This design comes from an exercise in tuning for small area, a short achievable clock period and few clock cycles per item on the open sky130 flow, not from production work. No functional check of the RTL was part of this run. Power is estimated from default activity; no workload was simulated.

$ cat flow/config.mk
export PLATFORM = sky130hd
export DESIGN_NAME = pl0_alu
export DESIGN_NICKNAME = pl0_alu
export VERILOG_FILES = /design/flow/design.v
export SDC_FILE = /design/flow/constraint.sdc
export NUM_CORES = 4
export LEC_CHECK = 0
export CAP_MARGIN = 35
export CORE_MARGIN = 2
export CORE_UTILIZATION = 40
export SLEW_MARGIN = 30
$ cat flow/constraint.sdc
create_clock -name core_clock -period 18.0 [get_ports {clk}]
set_input_delay 3.6000 -clock core_clock [delete_from_list [all_inputs] [get_ports {clk}]]
set_output_delay 3.6000 -clock core_clock [all_outputs]
set_load 0.01 [all_outputs]
$ cat flow/design.v
module pl0_alu (
    input  wire        clk,
    input  wire        rst,           
    input  wire        in_valid,
    output wire        in_ready,
    input  wire [7:0]  in_op,         
    input  wire [1:0]  in_width,      
    input  wire [63:0] in_l,          
    input  wire [63:0] in_r,          
    output wire        out_valid,
    input  wire        out_ready,
    output wire [63:0] out_result,    
    output wire        out_div_zero   
);
    localparam [4:0] OP_MINUSIFY = 5'h0A;
    localparam [4:0] OP_ISODD    = 5'h0B;
    localparam [4:0] OP_ADD      = 5'h0C;
    localparam [4:0] OP_SUB      = 5'h0D;
    localparam [4:0] OP_MUL      = 5'h0E;
    localparam [4:0] OP_DIV      = 5'h0F;
    localparam [4:0] OP_EQ       = 5'h10;
    localparam [4:0] OP_NE       = 5'h11;
    localparam [4:0] OP_LT       = 5'h12;
    localparam [4:0] OP_GT       = 5'h13;
    localparam [4:0] OP_LE       = 5'h14;
    localparam [4:0] OP_GE       = 5'h15;
    localparam [1:0] PH_FIRST = 2'd0;    
    localparam [1:0] PH_ALIGN = 2'd1;    
    localparam [1:0] PH_STEP  = 2'd2;    
    function [63:0] narrow;
        input [63:0] x;
        input [1:0]  w;
        begin
            case (w)
                2'd0:    narrow = {{48{x[15]}}, x[15:0]};
                2'd1:    narrow = {{32{x[31]}}, x[31:0]};
                default: narrow = x;
            endcase
        end
    endfunction
    function [63:0] lowbits;
        input [63:0] x;
        input [1:0]  w;
        begin
            case (w)
                2'd0:    lowbits = {48'd0, x[15:0]};
                2'd1:    lowbits = {32'd0, x[31:0]};
                default: lowbits = x;
            endcase
        end
    endfunction
    function [6:0] lzc;
        input [63:0] x;
        reg [7:0] nz;
        reg [2:0] lzb [0:7];
        reg [2:0] hi;
        reg [7:0] by;
        integer i, j;
        begin
            for (i = 0; i < 8; i = i + 1) begin
                by = x[8*i +: 8];
                nz[i] = |by;
                lzb[i] = by[7] ? 3'd0 : by[6] ? 3'd1 : by[5] ? 3'd2 :
                         by[4] ? 3'd3 : by[3] ? 3'd4 : by[2] ? 3'd5 :
                         by[1] ? 3'd6 : 3'd7;
            end
            hi = nz[7] ? 3'd0 : nz[6] ? 3'd1 : nz[5] ? 3'd2 : nz[4] ? 3'd3 :
                 nz[3] ? 3'd4 : nz[2] ? 3'd5 : nz[1] ? 3'd6 : 3'd7;
            if (nz == 8'd0) lzc = 7'd64;
            else            lzc = {1'b0, hi, lzb[3'd7 - hi]};
        end
    endfunction
    function [63:0] booth_pp;
        input [2:0]  d;
        input [63:0] m;
        reg one, two;
        begin
            one = d[1] ^ d[0];
            two = (d == 3'b011) | (d == 3'b100);
            booth_pp = ((one ? m : 64'd0) | (two ? {m[62:0], 1'b0} : 64'd0))
                       ^ {64{d[2]}};
        end
    endfunction
    reg        in_ready_q;
    reg        a_v;           
    reg [4:0]  op_q;
    reg        mul_q, div_q;
    reg [1:0]  w_q;
    reg [1:0]  ph_q;
    reg        last_q;        
    reg [63:0] l_q;           
    reg [63:0] r_q;           
    reg [63:0] acc_q;         
    reg [5:0]  cnt_q;         
    reg        neg_q;         
    reg        bprev_q;       
    reg        h_v, s_v;      
    reg [64:0] h_q, s_q;      
    assign in_ready     = in_ready_q;
    assign out_valid    = h_v;
    assign out_result   = h_q[63:0];
    assign out_div_zero = h_q[64];
    wire [63:0] a_n = narrow(l_q, w_q);
    wire [63:0] b_n = narrow(r_q, w_q);
    wire        a_neg = a_n[63];
    wire        b_neg = b_n[63];
    wire is_first = (ph_q == PH_FIRST);
    wire is_align = (ph_q == PH_ALIGN);
    wire is_step  = (ph_q == PH_STEP);
    wire [63:0] mb = is_first ? b_n : r_q;
    wire        bp = is_first ? 1'b0 : bprev_q;
    wire [63:0] pp0 = booth_pp({mb[1:0], bp}, l_q);
    wire [63:0] pp1 = {booth_pp(mb[3:1], l_q), 2'b11} ^ {62'd0, {2{~mb[3]}}};
    wire [63:0] csa_s = acc_q ^ pp0 ^ pp1;
    wire [63:0] csa_c = {((acc_q[62:0] & pp0[62:0]) | (acc_q[62:0] & pp1[62:0]) |
                          (pp0[62:0] & pp1[62:0])), mb[1]};
    wire op_add = (op_q == OP_ADD);
    wire op_neg = (op_q == OP_MINUSIFY);
    reg  [63:0] ax, ay;
    reg         acin;
    always @(*) begin
        if (mul_q) begin
            ax = csa_s;  ay = csa_c;  acin = mb[3];
        end else if (div_q) begin
            ax = is_first ? 64'd0 : l_q;  ay = ~r_q;  acin = 1'b1;
        end else begin
            ax = op_neg ? 64'd0 : l_q;
            ay = op_add ? r_q : ~r_q;
            acin = ~op_add;
        end
    end
    wire [64:0] sum65 = {1'b0, ax} + {1'b0, ay} + {64'd0, acin};
    wire [63:0] sum   = sum65[63:0];
    wire        carry = sum65[64];
    wire [63:0] ng_in = is_first ? l_q : acc_q;
    wire [63:0] ng    = 64'd0 - ng_in;
    reg  dsign, asg, bsg;
    always @(*) begin
        case (w_q)
            2'd0:    begin dsign = sum[15]; asg = l_q[15]; bsg = r_q[15]; end
            2'd1:    begin dsign = sum[31]; asg = l_q[31]; bsg = r_q[31]; end
            default: begin dsign = sum[63]; asg = l_q[63]; bsg = r_q[63]; end
        endcase
    end
    wire lt = (asg != bsg) ? asg : dsign;
    wire eq = (lowbits(l_q ^ r_q, w_q) == 64'd0);
    reg [63:0] simple_res;
    always @(*) begin
        case (op_q)
            OP_ISODD: simple_res = {63'd0, r_q[0]};
            OP_EQ:    simple_res = {63'd0, eq};
            OP_NE:    simple_res = {63'd0, ~eq};
            OP_LT:    simple_res = {63'd0, lt};
            OP_GT:    simple_res = {63'd0, ~lt & ~eq};
            OP_LE:    simple_res = {63'd0, lt | eq};
            OP_GE:    simple_res = {63'd0, ~lt};
            default:  simple_res = narrow(sum, w_q);    
        endcase
    end
    wire mul_done = (mb[63:3] == 61'd0) | (mb[63:3] == {61{1'b1}});
    wire mul_next_last = (mb[63:7] == 57'd0) | (mb[63:7] == {57{1'b1}});
    wire b_zero = (lowbits(r_q, w_q) == 64'd0);
    wire [6:0] lza = lzc(l_q);
    wire [6:0] lzb = lzc(r_q);
    wire [7:0] sh  = {1'b0, lzb} - {1'b0, lza};      
    wire       q_zero = sh[7];
    wire [63:0] div_end = neg_q ? (carry ? {~acc_q[62:0], 1'b1} : {ng[62:0], 1'b0})
                                : {acc_q[62:0], carry};
    reg        done_c;
    reg [64:0] new_res;
    always @(*) begin
        done_c  = 1'b0;
        new_res = {1'b0, simple_res};
        if (mul_q) begin
            done_c  = mul_done;
            new_res = {1'b0, narrow(sum, w_q)};
        end else if (div_q) begin
            case (ph_q)
                PH_FIRST: begin done_c = b_zero; new_res = {b_zero, 64'd0}; end
                PH_ALIGN: begin done_c = q_zero; new_res = 65'd0; end
                default:  begin done_c = (cnt_q == 6'd0);
                                new_res = {1'b0, narrow(div_end, w_q)}; end
            endcase
        end else begin
            done_c = 1'b1;
        end
    end
    wire full = h_v & s_v;
    wire fin  = a_v & done_c & ~full;           
    wire step = a_v & ~done_c & (mul_q | div_q);
    wire pop  = h_v & out_ready;
    wire in_mul = (in_op[4:0] == OP_MUL);
    wire in_div = (in_op[4:0] == OP_DIV);
    wire [1:0] cnt_now = {1'b0, h_v} + {1'b0, s_v};
    wire [1:0] cnt_nxt = cnt_now + {1'b0, fin} - {1'b0, pop};
    reg        a_v_nxt, last_nxt;
    always @(*) begin
        if (in_ready_q) begin
            a_v_nxt  = in_valid;
            last_nxt = ~(in_mul | in_div);
        end else if (step) begin
            a_v_nxt  = 1'b1;
            if (mul_q)         last_nxt = mul_next_last;
            else if (is_first) last_nxt = 1'b0;
            else if (is_align) last_nxt = (sh[6:0] == 7'd0);
            else               last_nxt = (cnt_q == 6'd1);
        end else begin
            a_v_nxt  = a_v & ~fin;
            last_nxt = last_q;
        end
    end
    always @(posedge clk) begin
        if (rst) begin
            in_ready_q <= 1'b1;
            a_v        <= 1'b0;
            h_v        <= 1'b0;
            s_v        <= 1'b0;
        end else begin
            a_v        <= a_v_nxt;
            in_ready_q <= ~a_v_nxt | (last_nxt & (cnt_nxt != 2'd2));
            if (~h_v | pop) begin
                h_v <= s_v | fin;
                s_v <= 1'b0;
            end else if (fin) begin
                s_v <= 1'b1;
            end
        end
        last_q <= last_nxt;
        if (~h_v | pop)
            h_q <= s_v ? s_q : new_res;
        if (fin)
            s_q <= new_res;
        if (in_ready_q) begin
            op_q  <= in_op[4:0];
            mul_q <= in_mul;
            div_q <= in_div;
            w_q   <= in_width;
            l_q   <= in_l;
            r_q   <= in_r;
            ph_q  <= PH_FIRST;
        end else if (step) begin
            if (mul_q) begin
                ph_q    <= PH_STEP;
                l_q     <= {l_q[59:0], 4'd0};
                r_q     <= {{4{mb[63]}}, mb[63:4]};
                bprev_q <= mb[3];
                acc_q   <= sum;
            end else begin
                case (ph_q)
                    PH_FIRST: begin
                        ph_q  <= PH_ALIGN;
                        l_q   <= lowbits(a_neg ? ng : l_q, w_q);
                        r_q   <= lowbits(b_neg ? sum : r_q, w_q);
                        neg_q <= a_neg ^ b_neg;
                    end
                    PH_ALIGN: begin
                        ph_q  <= PH_STEP;
                        r_q   <= r_q << sh[5:0];
                        cnt_q <= sh[5:0];
                        acc_q <= 64'd0;
                    end
                    default: begin
                        if (carry) l_q <= sum;
                        r_q   <= {1'b0, r_q[63:1]};
                        acc_q <= {acc_q[62:0], carry};
                        cnt_q <= cnt_q - 6'd1;
                    end
                endcase
            end
        end
        if (in_ready_q & in_mul)
            acc_q <= 64'd0;
    end
endmodule
$ cat flow/run.sh
#!/bin/bash
# synth_recipe.tcl (not shown) runs the flow's synth.tcl, then flattens the netlist and writes it again
# the make line also repeats each setting of config.mk as NAME=value (left out here)
make -C /OpenROAD-flow-scripts/flow DESIGN_CONFIG=/design/flow/config.mk WORK_HOME=/design/flow/orfs CLKGATE_MAP_FILE= SYNTH_SCRIPT=/design/flow/synth_recipe.tcl finish
==> flow_summary.json <==
{
  "ys_top_cells_by_count": "427 x clkbuf_1, 399 x nand2_1, 395 x a21oi_1, 343 x nor2_1, 307 x o21ai_0",
  "numCtsBuffers": 46,
  "fin_setup_tns_ns": 0,
  "clock-sinks": 346,
  "hold_path_class": "register to register",
  "fin_crit_ns": 9.06,
  "yosys_warnings": 3,
  "die_h_um": 315,
  "viasPerCell": 6.75,
  "power_frac_clock_pct": 19.7,
  "cts_resized": 0,
  "syn_area_mm2": 0.0388,
  "routed_wirelength_mm": 179,
  "io_buffers": 205,
  "ys_seq_area_share_pct": 25.0,
  "p_int_w": 0.00277,
  "final_net_count": 4951,
  "crit_chain": "or2_2 -> nand2_1 -> ha_2 -> buf_4 -> nand2_1 -> xnor2_1 -> fa_1 -> a2bb2oi_1 -> fa_1 -> fa_1 -> nand2b_1 -> a21oi_1 -> o2111ai_1 -> a2111oi_1 -> clkbuf_2 -> o2111ai_2 -> nand2_1 -> buf_4 -> o21ai_1 -> a211oi_4 -> buf_4 -> o31ai_1 -> mux2_2",
  "ir_worst_vdd_mv": 0.0687,
  "synthDominantCellAreaShare_pct": 21.3,
  "power.leakage_nw": 16.5,
  "slowest_stage": "dfxtp_2",
  "max_clock_freq_mhz": 110,
  "ys_async_sr_fraction_pct": 0,
  "p_sw_share_pct": 46.9,
  "drt_iter0_markers": 5693,
  "slew_viol_final": 0,
  "clk_path_buf_depth": 3,
  "start_util_pct": 40.2,
  "max_cap_violations": 0,
  "ys_top_cells_by_area": "edfxtp_1 21%, xnor2_1 6.3%, a21oi_1 5.1%",
  "dr.pass1.iters": 9,
  "period_share_pct": 50.3,
  "start_kind": "register",
  "synthesis.instances": 4770,
  "skew_ns": 0.0375,
  "die_area_mm2": 0.0994,
  "pwr-share-comb_pct": 55.1,
  "syn_nets": 5059,
  "drt.antenna.violating_nets": 0,
  "route.detailed.drc": 0,
  "htreeDepth": 2,
  "synth_area_leader_cell": "edfxtp_1",
  "grt_max_degree": 83,
  "slew_headroom_pct": 24.3,
  "num_vias": 40300,
  "grt_pass1_wl_mm": 259,
  "antenna_found_initial": 0,
  "ys_types": 90,
  "cts-root-buf": "clkbuf_16",
  "grt_overflow": 0,
  "drive_gt1_share_pct": 9.70,
  "endpoint_kind": "register",
  "hold_viol": 0,
  "ys_ff_latch": 346,
  "placementRows": 114,
  "synth-edff-count": 275,
  "clkSlewWorstSetupHoldPaths_ns": 0.06,
  "rsz0062_at_grt": "false",
  "setup_viol": 0,
  "yosysMostFrequentCell": "clkbuf_1",
  "worstPathRequired_ns": 18.38,
  "post_cts_buffers": 0,
  "worst-setup-path-type": "register to register",
  "die_x_um": 315,
  "dp_hpwl_mm": 129,
  "place.gp.congestion": 1.00,
  "outcome": "finished clean",
  "insertion_delay_ns": 0.65,
  "syn_area_per_cell_um2": 8.12,
  "synth-main-ff-cell": "edfxtp_1",
  "fin_util_pct": 45.4,
  "p_per_area_mw_per_mm2": 119,
  "tightest_slew_ns": 1.13,
  "track_usage_pct": 35.0,
  "io_pins": 209,
  "crit_arrival_ns": 9.45,
  "core_mm2": 0.0963,
  "wl_per_cell_um": 29.9,
  "slowest_delay_ns": 0.81,
  "grt_pass1_vias": 37800,
  "cp_max_fo": 65,
  "area_growth_pct": 12.7,
  "ctsHoldBuffers": 0,
  "seqPwrFrac_pct": 25.2,
  "p_switching_w": 0.00245,
  "cts_tree": "yes"
}
[placed cells by master, fill, tap and decap left out, types with 77 or more instances in the layout]
master / n
a211oi_1: 142
a21oi_1: 394
a22oi_1: 138
buf_4: 137
clkdlybuf4s50_1: 205
edfxtp_1: 275
ha_1: 77
inv_1: 114
mux2i_1: 188
nand2_1: 398
nand3_1: 87
nor2_1: 336
nor3_1: 148
nor4_1: 90
o21ai_0: 306
xnor2_1: 272
xor2_1: 116
[path summary, 6_finish.rpt]
| path | from | endpoint | slack [ns] | depth (start not counted) |
|---|---|---|---|---|
| min reg2reg | s_q[32]$_DFFE_PP_ | h_q[32]$_DFFE_PP_ | 0.54 | 1 |
| min | s_q[32]$_DFFE_PP_ | h_q[32]$_DFFE_PP_ | 0.54 | 1 |
| max | ph_q[1]$_SDFFE_PP0P_ | h_q[52]$_DFFE_PP_ | 8.94 | 23 |
| max reg2reg | ph_q[1]$_SDFFE_PP0P_ | h_q[52]$_DFFE_PP_ | 8.94 | 23 |
[power groups by stage]
stage	Sequential [W]	Combinational, W	Clock (W)
2_1_floorplan	0.00121	0.00169	0
3_3_place_gp	0.00131	0.00270	0
3_5_place_dp	0.00132	0.00273	0
4_1_cts	0.00130	0.00274	0.00104
5_1_grt	0.00133	0.00304	0.00106
6_report	0.00131	0.00288	0.00103
[metal layers]
metal	share of wire (%)	up-vias	global-route usage, %
met5	0	-	0
met4	6.1	0	18.9
met3	13	464	9.59
met2	41	2826	49.3
met1	40	19400	48.2
li1	-	17600	-
[cells by family after synthesis]
| group | count (synthesis) | synth area share [%] |
|---|---|---|
| buffers and inverters | 638 | 6.33 |
| xor gates and xnor gates | 398 | 9.00 |
| DFF | 346 | 25.0 |
| AOI/OAI and AO/OA | 1549 | 26.5 |
| adders and majority gates | 147 | 6.04 |
| muxes | 314 | 10.1 |
| and+or+nand+nor | 1378 | 17.0 |
[sequential cells by signal, summed over array words and instances, names as in the netlist, 2 cells and up]
signal and cells:
op_q 5, acc_q 64, r_q 64, s_q 65, ph_q 2, h_q 65
cnt_q 6, w_q 2, l_q 64
[metrics by stage]
step / std cells / hold WS (ns) / area (um^2) / setup slack, ns / total power (W)
after global routing: 5975 / 0.557 / 43700 / 8.88 / 0.00543
after detailed placement: 5878 / 0.516 / 41800 / 8.93 / 0.00404
after floorplan: 4770 / 0.449 / 38800 / 8.83 / 0.00290
after global placement: 5864 / 0.512 / 41700 / 8.85 / 0.00401
after CTS: 5963 / 0.546 / 43500 / 8.90 / 0.00508
final: 5976 / 0.542 / 43700 / 8.94 / 0.00522
[final cells by class]
| class | count | area [um^2] |
|---|---|---|
| flip-flops and latches | 346 | 9680 |
| inverters | 120 | 452 |
| repair buffers | 362 | 3290 |
| well taps | 1276 | 1600 |
| multi-input cells | 3786 | 27000 |
| diodes | 1 | 2.50 |
| fillers | 9572 | 52600 |
| clock inverters | 25 | 349 |
| clock buffers | 60 | 1310 |
[critical path: cells and delay by family (launching register included)]
family | cells | cell delay (ns)
AOI/OAI and AO/OA | 8 | 2.36
buffers and inverters | 4 | 1.85
adders and majority gates | 4 | 1.72
and+or+nand+nor | 5 | 1.41
DFF | 1 | 0.81
muxes | 1 | 0.37
xor gates and xnor gates | 1 | 0.21

afterwards: timing with drivers on the ports:
The flow's constraints put no driver on any port. The routed layout listed below was extracted and timed again, unchanged, in two steps. Step 1 (the two cells are an assumption about what drives the block):
set clk [get_ports {clk}]
set_driving_cell -lib_cell sky130_fd_sc_hd__clkbuf_16 $clk
set_driving_cell -lib_cell sky130_fd_sc_hd__buf_2 [delete_from_list [all_inputs] $clk]
Step 2 moves the port delays by t, midway between the first and last clock arrival at a register: inputs arrive t later, outputs are due t later. That takes back most of the time a late clock gives input paths. a / b / c = no drivers / after step 1 / after step 2; a / b = the first two.
t (ns): 0.712
slack for setup (ns): 8.937 / 8.937 / 8.937
worst register clock-pin slew, ns: 0.07 / 0.07
worst data-port slew with drivers (ns): 0.06
After both steps this run still meets setup and hold. The setup slack of this run moves by 0.000 ns with the drivers and by 0.000 ns with both steps.
